This design comes from an exercise in tuning for small area on the open sky130 flow, not from production work.
Only simulation tests tie the RTL to the original design; equivalence was not proved.
No activity file was given, so power comes from the tool's default toggle rates.

$ cat flow/config.mk
export PLATFORM = sky130hd
export DESIGN_NAME = ddsblk
export DESIGN_NICKNAME = ddsblk
export VERILOG_FILES = /design/flow/design.v
export SDC_FILE = /design/flow/constraint.sdc
export NUM_CORES = 4
export LEC_CHECK = 0
export CAP_MARGIN = 20
export CORE_MARGIN = 2
export CORE_UTILIZATION = 65
export SLEW_MARGIN = 20
$ cat flow/constraint.sdc
create_clock -name core_clock -period 70.0 [get_ports {clk}]
set_input_delay 14.0000 -clock core_clock [delete_from_list [all_inputs] [get_ports {clk}]]
set_output_delay 14.0000 -clock core_clock [all_outputs]
set_load 0.01 [all_outputs]
$ cat flow/design.v
module ddsblk (
    input  wire        clk,
    input  wire        reset,       
    input  wire        req_valid,
    input  wire [31:0] req_freq,    
    input  wire [63:0] req_phase,   
    output wire        ready,
    input  wire        busy,
    output wire        tx_valid,
    output reg  [7:0]  tx_data,
    output reg         tx_eof,
    output wire        bus_wo,      
    output wire [2:0]  cs,
    output wire        dds_rst,
    output wire        dds_sleep,
    output wire        bufsel
);
    localparam [20:0] FDIV = 21'd1171875;         
    localparam [21:0] FADD = 22'd585937;          
    localparam [64:0] PDIV = 65'h1921fb54442d18469;  
    reg        ini;
    reg  [4:0] cnt;
    reg        prg;         
    reg        abuf;        
    reg [26:0] cf;          
    reg [62:0] cp;          
    wire idle = !ini && cnt == 5'd0;
    wire load = idle && req_valid;
    wire same_cur  = req_freq[26:0] == cf && req_phase[62:0] == cp;
    wire same_zero = req_freq[26:0] == 27'd0 && req_phase[62:0] == 63'd0;
    wire noop = prg ? same_cur : same_zero;
    wire [26:0] cf_d = load ? req_freq[26:0] : cf;
    wire [62:0] cp_d = load ? req_phase[62:0] : cp;
    always @(posedge clk) begin
        cf <= cf_d;
        cp <= cp_d;
    end
    always @(posedge clk) begin
        if (reset) begin
            ini  <= 1'b1;
            cnt  <= 5'd0;
            prg  <= 1'b0;
            abuf <= 1'b0;
        end else if (ini) begin
            if (cnt == 5'd24) begin
                ini <= 1'b0;
                cnt <= 5'd0;
            end else begin
                cnt <= cnt + 5'd1;
            end
        end else begin
            if (cnt == 5'd0) begin
                if (req_valid && !noop) cnt <= 5'd1;
            end else if (cnt == 5'd14 || cnt == 5'd15) begin
                cnt <= busy ? 5'd15 : 5'd16;
            end else if (cnt == 5'd24) begin
                cnt  <= 5'd0;
                abuf <= !abuf;
            end else begin
                cnt <= cnt + 5'd1;
            end
            if (cnt == 5'd2) prg <= 1'b1;
        end
    end
    wire cs_hi = ini ? (cnt == 5'd0)
                     : (cnt == 5'd0 || cnt == 5'd1 || cnt == 5'd16 || cnt == 5'd17);
    assign cs       = {3{cs_hi}};
    assign ready    = idle;
    assign bus_wo   = !ini && cnt >= 5'd4 && cnt <= 5'd16;
    assign tx_valid = ini ? (cnt == 5'd2 || cnt == 5'd3 || (cnt >= 5'd5 && cnt <= 5'd18))
                          : (cnt >= 5'd9 && cnt <= 5'd14);
    assign dds_rst  = ini ? ((cnt >= 5'd4 && cnt <= 5'd18) || cnt == 5'd24)
                          : (!prg || (cnt >= 5'd3 && cnt <= 5'd19));
    assign dds_sleep = ini ? (cnt == 5'd24) : !prg;
    assign bufsel   = abuf ^ (!ini && cnt >= 5'd19);
    reg  [64:0] ps;
    reg  [12:0] pq;
    wire [10:0] pe    = cp_d[62:52];
    wire [11:0] pe_k  = {1'b0, pe} + {7'b0, cnt};
    wire        gate  = pe_k >= 12'd1025;           
    wire        run   = !idle && pe_k >= 12'd1026;   
    wire [64:0] ps_in = run ? ps : {1'b0, 1'b1, cp_d[51:0], 11'd0};
    wire [65:0] pt    = {ps_in, 1'b0};
    wire [66:0] pdif  = {1'b0, pt} - {2'b0, PDIV};
    wire        pbit  = !pdif[66];
    wire        pnew  = pbit && gate;
    always @(posedge clk) begin
        ps <= pbit ? pdif[64:0] : pt[64:0];
        pq <= {pq[11:0], pnew};
    end
    wire [12:0] q4 = {pq[11:0], pnew};
    wire [3:0]  pw_hi = q4[12:9] + {3'd0, &q4[8:0]};
    wire [7:0]  pw_lo = pq[8:1] + {7'd0, pq[0]};
    reg  [20:0] fr;
    reg  [17:0] fq;
    reg  [2:0]  fbits;
    always @(*) begin
        case (cnt)
            5'd3:    fbits = cf[7:5];
            5'd4:    fbits = cf[4:2];
            5'd5:    fbits = {cf[1:0], FADD[21]};
            5'd6:    fbits = FADD[20:18];
            5'd7:    fbits = FADD[17:15];
            5'd8:    fbits = FADD[14:12];
            5'd9:    fbits = FADD[11:9];
            5'd10:   fbits = FADD[8:6];
            5'd11:   fbits = FADD[5:3];
            default: fbits = FADD[2:0];
        endcase
    end
    reg  [20:0] fr_w;
    reg  [2:0]  fnib;
    reg  [22:0] ft;
    integer i;
    always @(*) begin
        fr_w = (cnt == 5'd3) ? {2'b00, cf[26:8]} : fr;
        for (i = 2; i >= 0; i = i - 1) begin
            ft = {1'b0, fr_w, fbits[i]} - {2'b0, FDIV};
            fnib[i] = !ft[22];
            fr_w = fnib[i] ? ft[20:0] : {fr_w[19:0], fbits[i]};
        end
    end
    always @(posedge clk) begin
        fr <= fr_w;
        fq <= {fq[14:0], fnib};
    end
    wire t = !abuf;
    always @(*) begin
        tx_data = 8'h00;
        tx_eof  = 1'b0;
        if (ini) begin
            case (cnt)
                5'd2, 5'd17: tx_data = 8'h23;
                5'd5:        tx_data = 8'h40;
                5'd9:        tx_data = 8'hC0;
                5'd11:       tx_data = 8'h80;
                5'd15:       tx_data = 8'hE0;
                default:     tx_data = 8'h00;
            endcase
            tx_eof = (cnt == 5'd3) || (cnt >= 5'd5 && !cnt[0]);
        end else begin
            case (cnt)
                5'd9:    tx_data = {t, !t, 2'b00, fq[15:12]};
                5'd10:   tx_data = fq[14:7];
                5'd11:   tx_data = fq[9:2];
                5'd12:   tx_data = {fq[4:0], fnib};
                5'd13:   tx_data = {2'b11, t, 1'b0, pw_hi};
                default: tx_data = pw_lo;
            endcase
            tx_eof = !cnt[0];
        end
    end
endmodule
$ cat flow/flow/run.sh
#!/bin/bash
# Own layout flow: the standard flow (standard.sh) with three changes:
#  - synthesis runs the standard flow's script, but its abc call maps the logic with an
#    area-oriented ABC script (flow/abc_area.script) and the real clock period,
#    and the full-adder extraction is off (ADDER_MAP_FILE empty);
#  - port buffers are buf_1 cells;
#  - CTS uses clkbuf_8 clusters of at most 16 sinks and no dummy loads.
# Every tool's output goes to flow.log and ORFS's own logs under orfs/.
set -euo pipefail
W=$(pwd)
F=$W/flow
{ head -n 1 "$W/synth_recipe.tcl"; cat "$F/abc_override.tcl"; tail -n +2 "$W/synth_recipe.tcl"; } > "$W/own_synth.tcl"
export OWN_ABC_SCRIPT="$F/abc_area.script"
export OWN_ABC_D=$(awk -v p="$FLOW_PERIOD_NS" 'BEGIN { printf "%d", p * 1000 }')
bash "$W/standard.sh" \
  SYNTH_SCRIPT="$W/own_synth.tcl" \
  ADDER_MAP_FILE= \
  "BUFFER_PORTS_ARGS=-buffer_cell sky130_fd_sc_hd__buf_1" \
  "CTS_ARGS=-sink_clustering_enable -repair_clock_nets -dont_use_dummy_load -buf_list sky130_fd_sc_hd__clkbuf_8 -sink_clustering_size 16 -sink_clustering_max_diameter 80" \
  finish > "$W/flow.log" 2>&1
$ cat flow/flow/abc_area.script
strash
&get -n
&fraig -x
&put
dc2
dc2
strash
rewrite -z
refactor -z
resub -z
dch -f
amap -F 4 -A 10
topo
strash
rewrite -z
refactor -z
resub -z
dch -f
amap -F 4 -A 10
topo
strash
rewrite -z
refactor -z
resub -z
dch -f
amap -F 4 -A 10
topo
strash
rewrite -z
refactor -z
resub -z
dch -f
amap -F 4 -A 10
topo
strash
rewrite -z
refactor -z
resub -z
dch -f
amap -F 4 -A 10
topo
$ cat flow/flow/abc_override.tcl
# Map logic with an area-oriented ABC script and the real clock period (in ps) as
# the delay target; register mapping and everything else stay the standard flow's.
proc abc {args} {
  set i [lsearch -exact $args -script]
  if {$i >= 0} { set args [lreplace $args $i [expr {$i + 1}]] }
  set j [lsearch -exact $args -D]
  if {$j >= 0} { set args [lreplace $args $j [expr {$j + 1}]] }
  yosys abc -script $::env(OWN_ABC_SCRIPT) -D $::env(OWN_ABC_D) {*}$args
}
$ cat flow/standard.sh
#!/bin/bash
# synth_recipe.tcl (not shown) runs the flow's synth.tcl, then flattens the netlist and writes it again
# the make line also repeats each setting of config.mk as NAME=value (left out here)
make -C /OpenROAD-flow-scripts/flow DESIGN_CONFIG=/design/flow/config.mk WORK_HOME=/design/flow/orfs CLKGATE_MAP_FILE= SYNTH_SCRIPT=/design/flow/synth_recipe.tcl "${@:-finish}"
==> flow_metrics.py, run 1 <==
metrics = {
    "final_layout": {
        "layout.cells.non_filler": 1607,
        "fin_area_um2": 10900,
        "layout-drive-gt1-share": 0.0197,
        "final_common_cell": "dfxtp_1",
        "final_cell_mix": "dfxtp_1, clkinv_1, nor2_1, nand2_1, o21ai_0",
        "area_growth_pct": 9.31,
        "final_nets": 1521,
        "diodes": 0,
    },
    "pwr": {
        "peakVddDrop_uv": 40.6,
        "p_leak_nw": 3.85,
        "power_density_nw_per_um2": 40.9,
    },
    "clock_network": {
        "cts_buffer_depth": 3,
        "clock-sinks": 212,
        "clk_pin_slew_ns": 0.09,
        "clock_latency_ns": 0.53,
        "numCtsBuffers": 17,
        "cts_root_buffer": "clkbuf_8",
        "ctsHtreeMaxLevel": 1,
        "post-cts-setup-buffers": 0,
        "cts_tree": "done",
        "cts_hold_buf": 0,
        "cts-resized-gates": 0,
    },
    "setup_path": {
        "cp_top_family": "simple AND/OR/NAND/NOR gates",
        "r2r_start": "cnt[3]",
        "end_kind": "primary output",
        "rrSetupSlack_ns": 56.77,
        "cp-startpoint": "req_valid",
        "worstPathMaxFanout": 60,
        "critical_path_class": "in -> out",
        "critPathSlowestCell": "buf_4",
        "crit_top_cell": "nor2_1",
        "crit_cells": 57,
        "critPathBufInv": 9,
        "r2r_end": "ps[56]",
        "setup.worst_path.end": "tx_data[1]",
        "arrival_ns": 25.66,
        "cpPeakStageDelay_ns": 0.57,
        "reg2reg_depth": 66,
        "crit_path_start_kind": "primary input",
        "required_ns": 56.00,
    },
    "global_routing": {
        "grt_overflow": 0,
        "antenna_found_initial": 0,
        "grt_pass1_vias": 9211,
        "grt_pass1_wl_um": 48800,
        "grt_max_degree": 66,
        "grtUsageTotal": 0.385,
    },
    "timing": {
        "slew_viol_final": 0,
        "worstMarginPinSlew_ns": 0.961,
        "relSlewSlack": 0.354,
        "fin_setup_tns_ns": 0,
        "grt_setup_unrepaired": "no",
        "finalCritPeriodShare": 0.567,
        "fin_skew_ns": 0.0540,
        "hold_slack_ns": 0.358,
        "layout_min_cycle_time_ns": 39.66,
        "hold_viol_final": 0,
        "setup-violations-final": 0,
        "max_freq_mhz": 25.2,
    },
    "die": {
        "core_um2": 15100,
        "row_count": 45,
        "die-height_um": 128,
        "dieWidth_um": 128,
        "start_util": 0.663,
        "die_area_um2": 16400,
        "io_pins": 118,
    },
    "placement": {
        "dp_cells": 1590,
        "gp_congestion": 1.04,
        "dp_hpwl_um": 25100,
        "port_buffers": 111,
        "placed_area_um2": 10700,
    },
    "flow_run": {
        "maxCapViolCount": 0,
    },
    "worst_hold_path": {
        "hold_path_class": "reg -> reg",
    },
    "logic_synthesis": {
        "syn_nets": 1386,
        "ys_seq_area_frac": 0.452,
        "synth_top_area_share": 0.370,
        "synth.area.top_cells": "dfxtp_1, edfxtp_1, o22ai_1",
        "synthesis.instances": 1286,
        "yosys_warnings": 1,
        "synth_edf_count": 27,
        "synthDistinctLibCells": 47,
        "async_reset_ff_frac": 0,
        "ys.flop_type": "dfxtp_1",
        "synth_seq_cells": 212,
        "synth_largest_area_cell": "dfxtp_1",
        "synthesis.area_um2": 10000,
        "postSynthAreaPerCell_um2": 7.77,
    },
    "routing": {
        "drtIter0Drc": 1141,
        "first_pass_iters": 8,
        "drtAntennaViolNets": 0,
        "drc": 0,
        "wl_per_cell_um": 20.1,
        "vias": 10400,
        "wl_um": 32300,
        "via_per_inst": 6.47,
    },
    "outcome": {
        "outcome": "finished clean",
    },
}
## layout make-up
type	count	area [µm²]
clock buffer	17	234
fill	1270	4160
inverter	174	653
multi-input combinational	897	4820
sequential	212	4510
tap	188	235
timing repair buffer	119	477
## registers in the layout, summed over array words and instances, names as in the netlist
| register | count |
|---|---|
| cp | 63 |
| cf | 27 |
| fr | 21 |
| ini | 1 |
| prg | 1 |
| abuf | 1 |
| ps | 65 |
| cnt | 5 |
| pq | 12 |
| fq | 16 |
## power by group
| group | internal (mW) | switching [mW] | total, mW |
|---|---|---|---|
| Clock | 0.0219 | 0.0376 | 0.0596 |
| Combinational | 0.0737 | 0.138 | 0.212 |
| Sequential | 0.162 | 0.0136 | 0.176 |
## stage by stage
| step | utilization | total power, mW | setup slack (ns) |
|---|---|---|---|
| 5_1_grt | 0.724 | 0.483 | 29.22 |
| 3_5_place_dp | 0.709 | 0.385 | 30.66 |
| 2_1_floorplan | - | 0.334 | 28.29 |
| 3_3_place_gp | 0.709 | 0.373 | 31.08 |
| 4_1_cts | 0.724 | 0.443 | 30.55 |
| 6_report | 0.724 | 0.447 | 30.34 |
## cell families (layout without fill, tap and decap cells)
logic type / count (synthesis) / after routing / share of synthesized area
buffers and inverters: 177 / 310 / 0.0676
xor gates and xnor gates: 1 / 1 / 0.000876
DFF: 212 / 212 / 0.452
and+or+nand+nor: 448 / 448 / 0.196
AOI/OAI and AO/OA: 448 / 448 / 0.284
## worst register-to-register path, delay by kind of cell, from the launching register on
| kind | cells | cell delay [ns] |
|---|---|---|
| buffers and inverters | 14 | 3.51 |
| and+or+nand+nor | 39 | 6.66 |
| AOI/OAI and AO/OA | 13 | 2.57 |
| DFF | 1 | 0.41 |
## metal layers
metal	GRT usage	routed length, µm
met2	0.639	14700
met3	0.0543	2960
met5	0	0
met4	0.181	1950
met1	0.500	12700
## worst min-delay path by stage
stage / startpoint / to / slack [ns] / cells after the start
6_report: fq[6] / fq[9] / 0.36 / 0
5_1_grt: fq[5] / fq[8] / 0.36 / 0
4_1_cts: fq[6] / fq[9] / 0.36 / 0
3_5_place_dp: fq[6] / fq[9] / 0.34 / 0
3_3_place_gp: fq[5] / fq[8] / 0.33 / 0
2_1_floorplan: fq[11] / fq[14] / 0.33 / 0
## synth_stat cells, types with 4 or more instances
| cell | instances |
|---|---|
| nor3_1 | 25 |
| and2_0 | 5 |
| o211ai_1 | 4 |
| o21a_1 | 11 |
| nand3_1 | 11 |
| o2111ai_1 | 14 |
| a211oi_1 | 5 |
| edfxtp_1 | 27 |
| nand4_1 | 8 |
| or3_1 | 4 |
| a21oi_1 | 71 |
| o22a_1 | 4 |
| dfxtp_1 | 185 |
| a221oi_1 | 7 |
| o22ai_1 | 110 |
| a31oi_1 | 7 |
| or2_0 | 4 |
| a22oi_1 | 12 |
| or4_1 | 11 |
| a22o_1 | 9 |
| clkinv_1 | 174 |
| o31ai_1 | 4 |
| nand2_1 | 157 |
| a21o_1 | 7 |
| a222oi_1 | 23 |
| nor2b_1 | 8 |
| o21ai_0 | 136 |
| nor4_1 | 31 |
| nor2_1 | 172 |
| o221ai_1 | 10 |
==> run 2: changes to the inputs <==
==> flow/flow/abc_area.script (replaced) <==
strash
&get -n
&fraig -x
&put
dc2
dc2
strash
dch -f
amap -F 4 -A 10
topo
==> run 2 against run 1 <==
  * Die area rose by 4.0%
  * Clock-buffer cell count did not move
  * Non-clock buffer count rose by 1
  * Setup slack improved by 0.96 ns
  * Power fell by 27%
  * Wire length fell by 4.7%
  * Via count rose by 3.7%
  * Critical endpoint is now tx_data[3]
  * Fmax rose by 2.5%
  * Clock power barely moved
  * Register-to-register slack improved by 0.37 ns
  * Global-route usage fell by 3.3 points
  * Largest power group is now sequential cells
  * Sequential cell count did not move
==> flow_metrics.py, run 2 <==
metrics = {
    "clock_network": {
        "cts_hold_buf": 0,
        "post-cts-setup-buffers": 0,
        "numCtsBuffers": 17,
        "clock_latency_ns": 0.52,
        "clock-sinks": 212,
        "cts_tree": "done",
        "ctsHtreeMaxLevel": 1,
        "cts_buffer_depth": 3,
        "cts_root_buffer": "clkbuf_8",
        "cts-resized-gates": 0,
        "clk_pin_slew_ns": 0.09,
    },
    "routing": {
        "wl_per_cell_um": 18.0,
        "drtAntennaViolNets": 0,
        "drc": 0,
        "wl_um": 30800,
        "first_pass_iters": 9,
        "vias": 10800,
        "via_per_inst": 6.31,
        "drtIter0Drc": 1060,
    },
    "final_layout": {
        "fillerInstances": 1377,
        "fin_area_um2": 11400,
        "layout-drive-gt1-share": 0.0201,
        "final_nets": 1595,
        "top_regs": "ps: 65 flops, cp: 63 flops, cf: 27 flops",
        "area_growth_pct": 9.42,
        "largest_reg_flops": 65,
        "diodes": 0,
        "final_cell_mix": "nor2_1, clkinv_1, dfxtp_1, o22ai_1, buf_1",
        "top_register": "ps",
        "final_common_cell": "nor2_1",
    },
    "timing": {
        "worstMarginPinSlew_ns": 1.23,
        "hold_viol_final": 0,
        "grt_setup_unrepaired": "no",
        "fin_skew_ns": 0.0532,
        "slew_viol_final": 0,
        "finalCritPeriodShare": 0.553,
        "fin_setup_tns_ns": 0,
        "max_freq_mhz": 25.8,
        "setup-violations-final": 0,
        "relSlewSlack": 0.157,
        "layout_min_cycle_time_ns": 38.70,
    },
    "worst_hold_path": {
        "hold_path_class": "reg -> reg",
    },
    "outcome": {
        "outcome": "finished clean",
    },
    "pwr": {
        "p_leak_nw": 3.88,
        "internal_power_mw": 0.203,
        "power_density_nw_per_um2": 28.8,
        "p_seq_frac": 0.434,
        "total_power_mw": 0.328,
        "combPwrFrac": 0.384,
        "p_clk_frac": 0.182,
        "switching_share": 0.379,
        "peakVddDrop_uv": 30.5,
        "switchingPower_mw": 0.124,
    },
    "setup_path": {
        "cpPeakStageDelay_ns": 0.60,
        "crit_path_start_kind": "primary input",
        "critical_path_class": "in -> out",
        "end_kind": "primary output",
        "cp_top_family": "simple AND/OR/NAND/NOR gates",
        "critPathSlowestCell": "inv_2",
        "worstPathMaxFanout": 50,
        "crit_top_cell": "nor2_1",
        "critPathBufInv": 10,
        "rrSetupSlack_ns": 57.14,
        "arrival_ns": 24.70,
        "required_ns": 56.00,
    },
    "die": {
        "dieWidth_um": 131,
        "die-height_um": 131,
        "die_area_um2": 17000,
        "core_um2": 15800,
        "start_util": 0.660,
        "io_pins": 118,
        "row_count": 46,
    },
    "logic_synthesis": {
        "postSynthAreaPerCell_um2": 7.66,
        "synthesis.area_um2": 10400,
        "synthesis.instances": 1359,
        "synth.area.top_cells": "dfxtp_1, nor2_1, edfxtp_1",
        "yosys_warnings": 1,
        "async_reset_ff_frac": 0,
        "synth_common_cells": "nor2_1, clkinv_1, dfxtp_1",
        "synth_seq_cells": 212,
        "synth_largest_area_cell": "dfxtp_1",
        "ys_seq_area_frac": 0.434,
        "synthDistinctLibCells": 54,
        "synth_edf_count": 27,
        "syn_nets": 1459,
        "synth.most_common_cell": "nor2_1",
        "ys.flop_type": "dfxtp_1",
        "synth_top_area_share": 0.356,
    },
    "global_routing": {
        "grt_overflow": 0,
        "grt_pass1_vias": 9540,
        "grtUsageTotal": 0.352,
        "grt_pass1_wl_um": 47300,
        "grt_max_degree": 59,
        "antenna_found_initial": 0,
    },
    "flow_run": {
        "maxCapViolCount": 0,
    },
    "placement": {
        "dp_hpwl_um": 23500,
        "port_buffers": 111,
        "placed_area_um2": 11200,
        "gp_congestion": 0.986,
    },
}
## run 2: cell count changes after synthesis, sizes merged, moves of 13 or more
cell	change
nor3	+13
a21oi	+38
nor2	+50
nand2	-48
o22ai	+18
clkinv	+18
o21ai	-41
## run 2: path summary, 6_finish.rpt
| kind | startpoint | endpoint | cells past startpoint |
|---|---|---|---|
| setup / recovery | req_valid | tx_data[3] | 50 |
| hold reg to reg | fq[1] | fq[4] | 0 |
| hold / removal | fq[1] | fq[4] | 0 |
| setup reg to reg | cnt[4] | ps[11] | 50 |
## run 2: logic make-up after synthesis
group / synth area share
AND/OR/NAND/NOR: 0.207
AO/OA/AOI/OAI: 0.286
flip-flops: 0.434
buffers and inverters: 0.0714
XOR/XNOR: 0.00252
## run 2: metrics by stage
stage / hold slack [ns] / worst slack, ns / std cells / util
global placement: 0.333 / 31.60 / 1692 / 0.708
detailed placement: 0.342 / 31.46 / 1692 / 0.708
floorplan: 0.330 / 26.89 / 1359 / -
global route: 0.364 / 29.94 / 1709 / 0.722
finish: 0.356 / 31.30 / 1709 / 0.722
CTS: 0.357 / 31.42 / 1709 / 0.722
## run 2: layout make-up
class | instances | area, µm² | share of cell area
clock buffer | 17 | 234 | 0.0205
inverter | 192 | 721 | 0.0633
multi-input combinational | 952 | 5170 | 0.454
sequential | 212 | 4510 | 0.396
tap | 216 | 270 | 0.0237
timing repair buffer | 120 | 484 | 0.0425
## run 2: per-layer routing
metal / share of wire / track usage
met4: 0.059 / 0.189
met2: 0.46 / 0.585
met3: 0.082 / 0.0444
met1: 0.40 / 0.451
met5: 0 / 0
## run 2: power groups by stage
stage	logic, mW	registers, mW	clock network (mW)
2_1_floorplan	0.0941	0.143	0
3_3_place_gp	0.121	0.144	0
3_5_place_dp	0.123	0.145	0
4_1_cts	0.123	0.142	0.0608
5_1_grt	0.142	0.143	0.0644
6_report	0.126	0.142	0.0597
==> run 3: changes to the inputs <==
==> flow/flow/abc_area.script (replaced) <==
strash
&get -n
&fraig -x
&put
dc2
dc2
strash
dch -f
amap -F 4 -A 10
topo
strash
dch -f
amap -F 4 -A 10
topo
strash
dch -f
amap -F 4 -A 10
topo
strash
dch -f
amap -F 4 -A 10
topo
strash
dch -f
amap -F 4 -A 10
topo
==> run 3 against run 2 <==
  * Sequential share of layout area rose by 1.3 points
  * Clock skew rose by 0.0027 ns
  * Register-to-register slack got worse by 0.41 ns
  * Via count down 4.7%
  * First-iteration DRC count down 13%
  * Hold slack gained 0.0017 ns
  * Area after synthesis shrank 3.2%
  * Largest cell class unchanged
==> flow_metrics.py, run 3 <==
metrics = {
    "global_routing": {
        "grt_pass1_vias": 9047,
        "grt_overflow": 0,
        "antenna_found_initial": 0,
        "grt_pass1_wl_um": 45500,
        "grt_max_degree": 65,
        "grtUsageTotal": 0.349,
    },
    "worst_hold_path": {
        "hold_path_class": "reg -> reg",
    },
    "pwr": {
        "switching_share": 0.399,
        "total_power_mw": 0.390,
        "p_seq_frac": 0.418,
        "switchingPower_mw": 0.156,
        "internal_power_mw": 0.234,
        "peakVddDrop_uv": 24.4,
        "p_clk_frac": 0.154,
        "p_leak_nw": 3.88,
        "combPwrFrac": 0.428,
        "power_density_nw_per_um2": 35.4,
    },
    "setup_path": {
        "crit_top_cell": "nor2_1",
        "critPathSlowestCell": "clkinv_1",
        "end_kind": "primary output",
        "cpPeakStageDelay_ns": 0.72,
        "rrSetupSlack_ns": 56.73,
        "crit_path_start_kind": "primary input",
        "arrival_ns": 26.37,
        "worstPathMaxFanout": 64,
        "required_ns": 56.00,
        "critical_path_class": "in -> out",
    },
    "die": {
        "io_pins": 118,
        "core_um2": 15200,
        "die-height_um": 129,
        "die_area_um2": 16500,
        "start_util": 0.663,
        "row_count": 45,
        "dieWidth_um": 129,
    },
    "logic_synthesis": {
        "synth.most_common_cell": "nor2_1",
        "synthesis.instances": 1306,
        "synthDistinctLibCells": 53,
        "synth.area.top_cells": "dfxtp_1, nor2_1, edfxtp_1",
        "ys_seq_area_frac": 0.448,
        "synth_common_cells": "nor2_1, dfxtp_1, clkinv_1",
        "synth_top_area_share": 0.367,
        "synth_largest_area_cell": "dfxtp_1",
        "ys.flop_type": "dfxtp_1",
        "async_reset_ff_frac": 0,
        "postSynthAreaPerCell_um2": 7.72,
        "synth_edf_count": 27,
        "synthesis.area_um2": 10100,
        "synth_seq_cells": 212,
        "syn_nets": 1406,
        "yosys_warnings": 1,
    },
    "placement": {
        "dp_slack_ns": 29.84,
        "port_buffers": 111,
        "gp_congestion": 0.952,
        "dp_hpwl_um": 22600,
    },
    "final_layout": {
        "final_common_cell": "nor2_1",
        "fin_util": 0.725,
        "layout-drive-gt1-share": 0.0201,
        "top_regs": "ps: 65 flops, cp: 63 flops, cf: 27 flops",
        "area_growth_pct": 9.37,
        "fillerInstances": 1282,
        "top_register": "ps",
        "final_nets": 1542,
        "diodes": 0,
        "largest_reg_flops": 65,
        "final_cell_mix": "nor2_1, dfxtp_1, clkinv_1, nand2_1, buf_1",
    },
    "timing": {
        "worstMarginPinSlew_ns": 0.900,
        "max_freq_mhz": 24.8,
        "slew_viol_final": 0,
        "grt_setup_unrepaired": "no",
        "hold_viol_final": 0,
        "hold_slack_ns": 0.358,
        "fin_setup_tns_ns": 0,
        "relSlewSlack": 0.395,
        "setup_ws_ns": 29.63,
        "layout_min_cycle_time_ns": 40.37,
        "setup-violations-final": 0,
        "finalCritPeriodShare": 0.577,
        "fin_skew_ns": 0.0558,
    },
    "clock_network": {
        "cts_tree": "done",
        "numCtsBuffers": 17,
        "cts_buffer_depth": 3,
        "clock_latency_ns": 0.52,
        "cts_hold_buf": 0,
        "post-cts-setup-buffers": 0,
        "cts-resized-gates": 0,
        "ctsHtreeMaxLevel": 1,
        "clk_pin_slew_ns": 0.09,
        "clock-sinks": 212,
        "cts_root_buffer": "clkbuf_8",
    },
    "routing": {
        "drc": 0,
        "vias": 10300,
        "wl_um": 29400,
        "first_pass_iters": 6,
        "via_per_inst": 6.31,
        "drtIter0Drc": 927,
        "drtAntennaViolNets": 0,
        "wl_per_cell_um": 18.1,
    },
    "outcome": {
        "outcome": "finished clean",
    },
    "flow_run": {
        "maxCapViolCount": 0,
    },
}
-- run 3: changes by cell type after synthesis, moves of 5 or more --
cell	delta
nand2_1	+29
a222oi_1	-8
nor4b_1	-7
a21oi_1	-18
a31oi_1	-8
o21ai_0	+13
o22ai_1	-24
a221oi_1	+9
nor2_1	+6
clkinv_1	-34
o2111ai_1	-5
nand4_1	-7
-- run 3: area by class of cell --
class	count	area, µm²	share of cell area
clock buffers	17	234	0.0212
inverters	158	593	0.0538
multi-input cells	933	4960	0.450
flip-flops and latches	212	4510	0.409
well taps	188	235	0.0213
repair buffers	120	488	0.0443
-- run 3: critical path: cells and delay by family --
family,cells,cell delay [ns]
AO/OA/AOI/OAI,14,2.92
buffers and inverters,10,3.69
AND/OR/NAND/NOR,37,5.61
-- run 3: worst paths after layout --
kind	start	depth (start not counted)	endpoint
max reg2reg	cnt[2]	64	ps[52]
min	fq[10]	0	fq[13]
max	req_valid	61	tx_data[3]
min reg2reg	fq[10]	0	fq[13]
-- run 3: cell families after synthesis --
logic type / Yosys count / share of synthesized area
AO/OA/AOI/OAI: 446 / 0.283
flip-flops: 212 / 0.448
buffers and inverters: 161 / 0.0611
AND/OR/NAND/NOR: 487 / 0.209
-- run 3: metal layers --
metal | routed length [µm] | GRT usage
met5 | 0 | 0
met4 | 1500 | 0.164
met3 | 2280 | 0.0445
met2 | 13600 | 0.581
met1 | 12000 | 0.454
-- run 3: metrics by stage --
stage | area [µm²] | instances
floorplan | 10100 | 1306
global placement | 10800 | 1610
detailed placement | 10800 | 1611
CTS | 11000 | 1628
global route | 11000 | 1628
finish | 11000 | 1628
-- run 3: power by group through the flow --
stage,clock network [mW],registers (mW),logic (mW)
5_1_grt,0.0646,0.166,0.188
4_1_cts,0.0608,0.163,0.164
6_report,0.0600,0.163,0.167
3_5_place_dp,0,0.166,0.163
3_3_place_gp,0,0.165,0.160
2_1_floorplan,0,0.163,0.126
==> run 4: changes to the inputs <==
--- a/flow/flow/run.sh
+++ b/flow/flow/run.sh
@@ -6,3 +6,3 @@
 #  - port buffers are buf_1 cells;
-#  - CTS uses clkbuf_8 clusters of at most 16 sinks and no dummy loads.
+#  - CTS uses clkbuf_4 clusters of at most 8 sinks and no dummy loads.
 # Every tool's output goes to flow.log and ORFS's own logs under orfs/.
@@ -18,3 +18,3 @@
   "BUFFER_PORTS_ARGS=-buffer_cell sky130_fd_sc_hd__buf_1" \
-  "CTS_ARGS=-sink_clustering_enable -repair_clock_nets -dont_use_dummy_load -buf_list sky130_fd_sc_hd__clkbuf_8 -sink_clustering_size 16 -sink_clustering_max_diameter 80" \
+  "CTS_ARGS=-sink_clustering_enable -repair_clock_nets -dont_use_dummy_load -buf_list sky130_fd_sc_hd__clkbuf_4 -sink_clustering_size 8 -sink_clustering_max_diameter 60" \
   finish > "$W/flow.log" 2>&1
==> flow/flow/abc_area.script (replaced) <==
strash
&get -n
&fraig -x
&put
dc2
dc2
strash
rewrite -z
refactor -z
resub -z
dch -f
amap -F 4 -A 10
topo
strash
rewrite -z
refactor -z
resub -z
dch -f
amap -F 4 -A 10
topo
strash
rewrite -z
refactor -z
resub -z
dch -f
amap -F 4 -A 10
topo
strash
rewrite -z
refactor -z
resub -z
dch -f
amap -F 4 -A 10
topo
strash
rewrite -z
refactor -z
resub -z
dch -f
amap -F 4 -A 10
topo
==> run 4 against run 3 <==
  * Core utilization shrank 0.13 points
  * Clock power shrank 1%
  * Sequential cell count is the same
  * Critical path type unchanged
  * Critical endpoint is now tx_data[1]
  * Largest power group unchanged
  * Highest routed layer unchanged
==> flow_metrics.py, run 4 <==
metrics = {
    "outcome": {
        "outcome": "finished clean",
    },
    "pwr": {
        "switchingPower_mw": 0.191,
        "p_seq_frac": 0.394,
        "power_density_nw_per_um2": 40.9,
        "p_clk_frac": 0.133,
        "combPwrFrac": 0.474,
        "p_leak_nw": 3.87,
        "total_power_mw": 0.447,
        "internal_power_mw": 0.255,
        "peakVddDrop_uv": 34.5,
        "switching_share": 0.428,
    },
    "global_routing": {
        "grt_most_used_layer": "met2",
        "grt_overflow": 0,
        "grt_pass1_vias": 9403,
        "grt_max_degree": 66,
        "antenna_found_initial": 1,
        "grtUsageMet3": 0.0634,
        "grtUsageMet2": 0.647,
        "grtUsageTotal": 0.389,
        "grt_use_met1": 0.495,
        "grt_pass1_wl_um": 49300,
    },
    "routing": {
        "via_per_inst": 6.50,
        "drc": 0,
        "vias": 10500,
        "wl_um": 32600,
        "drtIter0Drc": 1146,
        "wl_per_cell_um": 20.1,
        "drtAntennaViolNets": 0,
        "first_pass_iters": 10,
    },
    "clock_network": {
        "cts_tree": "done",
        "post-cts-setup-buffers": 0,
        "cts_root_buffer": "clkbuf_4",
        "cts-resized-gates": 0,
        "clock-sinks": 212,
        "ctsHtreeMaxLevel": 1,
        "cts_hold_buf": 0,
        "clock_latency_ns": 0.70,
        "clk_pin_slew_ns": 0.09,
        "cts_buffer_depth": 3,
        "numCtsBuffers": 30,
    },
    "timing": {
        "finalCritPeriodShare": 0.567,
        "worstMarginPinSlew_ns": 0.969,
        "layout_min_cycle_time_ns": 39.68,
        "slew_viol_final": 0,
        "max_freq_mhz": 25.2,
        "grt_setup_unrepaired": "no",
        "hold_viol_final": 0,
        "fin_setup_tns_ns": 0,
        "fin_skew_ns": 0.0466,
        "relSlewSlack": 0.349,
        "setup-violations-final": 0,
    },
    "setup_path": {
        "arrival_ns": 25.68,
        "critical_path_class": "in -> out",
        "cpPeakStageDelay_ns": 0.57,
        "crit_top_cell": "nor2_1",
        "required_ns": 56.00,
        "critPathSlowestCell": "buf_4",
        "rrSetupSlack_ns": 56.79,
        "crit_path_start_kind": "primary input",
        "worstPathMaxFanout": 60,
        "end_kind": "primary output",
    },
    "placement": {
        "port_buffers": 111,
        "gp_congestion": 1.04,
        "dp_hpwl_um": 25100,
    },
    "logic_synthesis": {
        "synth.area.top_cells": "dfxtp_1, edfxtp_1, o22ai_1",
        "synth_seq_cells": 212,
        "synthesis.area_um2": 10000,
        "synthesis.instances": 1286,
        "postSynthAreaPerCell_um2": 7.77,
        "synth_largest_area_cell": "dfxtp_1",
        "synth.most_common_cell": "dfxtp_1",
        "ys_seq_area_frac": 0.452,
        "async_reset_ff_frac": 0,
        "syn_nets": 1386,
        "synth_edf_count": 27,
        "yosys_warnings": 1,
        "synth_common_cells": "dfxtp_1, clkinv_1, nor2_1",
        "synth_top_area_share": 0.370,
        "ys.flop_type": "dfxtp_1",
        "synthDistinctLibCells": 47,
    },
    "final_layout": {
        "fillerInstances": 1256,
        "final_nets": 1534,
        "top_register": "ps",
        "area_growth_pct": 9.25,
        "top_regs": "ps: 65 flops, cp: 63 flops, cf: 27 flops",
        "seq_area_um2": 4510,
        "final_common_cell": "dfxtp_1",
        "final_cell_mix": "dfxtp_1, clkinv_1, nor2_1, nand2_1, o21ai_0",
        "layout-drive-gt1-share": 0.0286,
        "multi_input_area_um2": 4820,
        "largest_reg_flops": 65,
    },
    "die": {
        "start_util": 0.663,
        "io_pins": 118,
        "row_count": 45,
        "die-height_um": 128,
        "dieWidth_um": 128,
        "core_um2": 15100,
        "die_area_um2": 16400,
    },
    "flow_run": {
        "maxCapViolCount": 0,
    },
    "worst_hold_path": {
        "hold_path_class": "reg -> reg",
    },
}
run 4: changes by cell type after synthesis, moves of 7 or more:
cell	before	now
nor3_1	34	25
a21oi_1	91	71
o2111ai_1	7	14
o22a_1	13	4
nor2_1	228	172
clkinv_1	158	174
o21ai_0	108	136
a222oi_1	13	23
nand2_1	138	157
nor4_1	21	31
run 4: final timing paths:
path / startpoint / endpoint / cells after the start
setup reg to reg: cnt[3] / ps[29] / 66
setup / recovery: req_valid / tx_data[1] / 57
hold reg to reg: fq[10] / fq[13] / 0
hold / removal: fq[10] / fq[13] / 0
run 4: power by group through the flow:
stage	clock network, mW	logic, mW	registers (mW)
finish	0.0592	0.212	0.176
global route	0.0642	0.239	0.179
CTS	0.0593	0.208	0.175
detailed placement	0	0.207	0.178
global placement	0	0.197	0.177
floorplan	0	0.160	0.174
run 4: per-stage QoR:
stage	instances	hold slack, ns	setup WS (ns)	area [µm²]	util
after floorplan	1286	0.330	28.29	10000	-
after global placement	1590	0.334	31.08	10700	0.709
after detailed placement	1590	0.339	30.66	10700	0.709
after CTS	1620	0.357	30.59	10900	0.724
after global routing	1621	0.362	29.26	10900	0.724
final	1621	0.355	30.32	10900	0.724
run 4: logic make-up after synthesis:
group	after synthesis	share of synthesized area
AOI/OAI and AO/OA	448	0.284
xor gates and xnor gates	1	0.000876
buffers and inverters	177	0.0676
DFF	212	0.452
and+or+nand+nor	448	0.196
run 4: final cells by class:
| class | count | area share |
|---|---|---|
| Antenna cell | 1 | 0.000229 |
| Multi-Input combinational cell | 897 | 0.441 |
| Clock buffer | 30 | 0.0206 |
| Tap cell | 188 | 0.0215 |
| Sequential cell | 212 | 0.413 |
| Timing Repair Buffer | 119 | 0.0436 |
| Inverter | 174 | 0.0598 |
run 4: layer usage:
| layer | vias to the layer above | wire [µm] |
|---|---|---|
| met5 | - | 0 |
| met1 | 4766 | 12700 |
| met2 | 627 | 15000 |
| met4 | 0 | 1810 |
| met3 | 124 | 3120 |
| li1 | 5013 | - |
run 4: worst max-delay path, delay by kind of cell:
family / cells / cell delay (ns)
compound gates: 15 / 3.16
buf+inv: 9 / 2.85
simple gates: 33 / 5.58

-- afterwards: timing with drivers on the ports --
The results above use ideal ports. As a check the final layouts listed here were re-extracted and re-timed, cells and wires unchanged.
Step 1 sets driving cells, clkbuf_16 on the clock port and buf_2 on the other inputs (assumed; they add their load-dependent delay and slew).
Step 2 moves the port delays by t, midway between the first and last clock arrival at a register: inputs arrive t later, outputs are due t later. That takes back most of the time a late clock gives input paths.
a / b / c = ideal / step 1 / step 2; a / b = the first two.
run | shift t [ns] | setup WS [ns] | clock arrival spread, ns | cell pins on the clock port's net
run 1 | 0.543 | 30.336 / 30.309 / 30.309 | 0.054 / 0.054 | 1
run 2 | 0.539 | 31.301 / 31.275 / 31.275 | 0.053 / 0.054 | 1
run 3 | 0.535 | 29.629 / 29.607 / 29.607 | 0.056 / 0.055 | 1
run 4 | 0.713 | 30.324 / 30.298 / 30.298 | 0.054 / 0.054 | 1
After both steps every run listed still meets setup and hold. For run 1, which loses most, drivers alone change the setup slack by -0.027 ns; drivers and shift together by -0.027 ns.
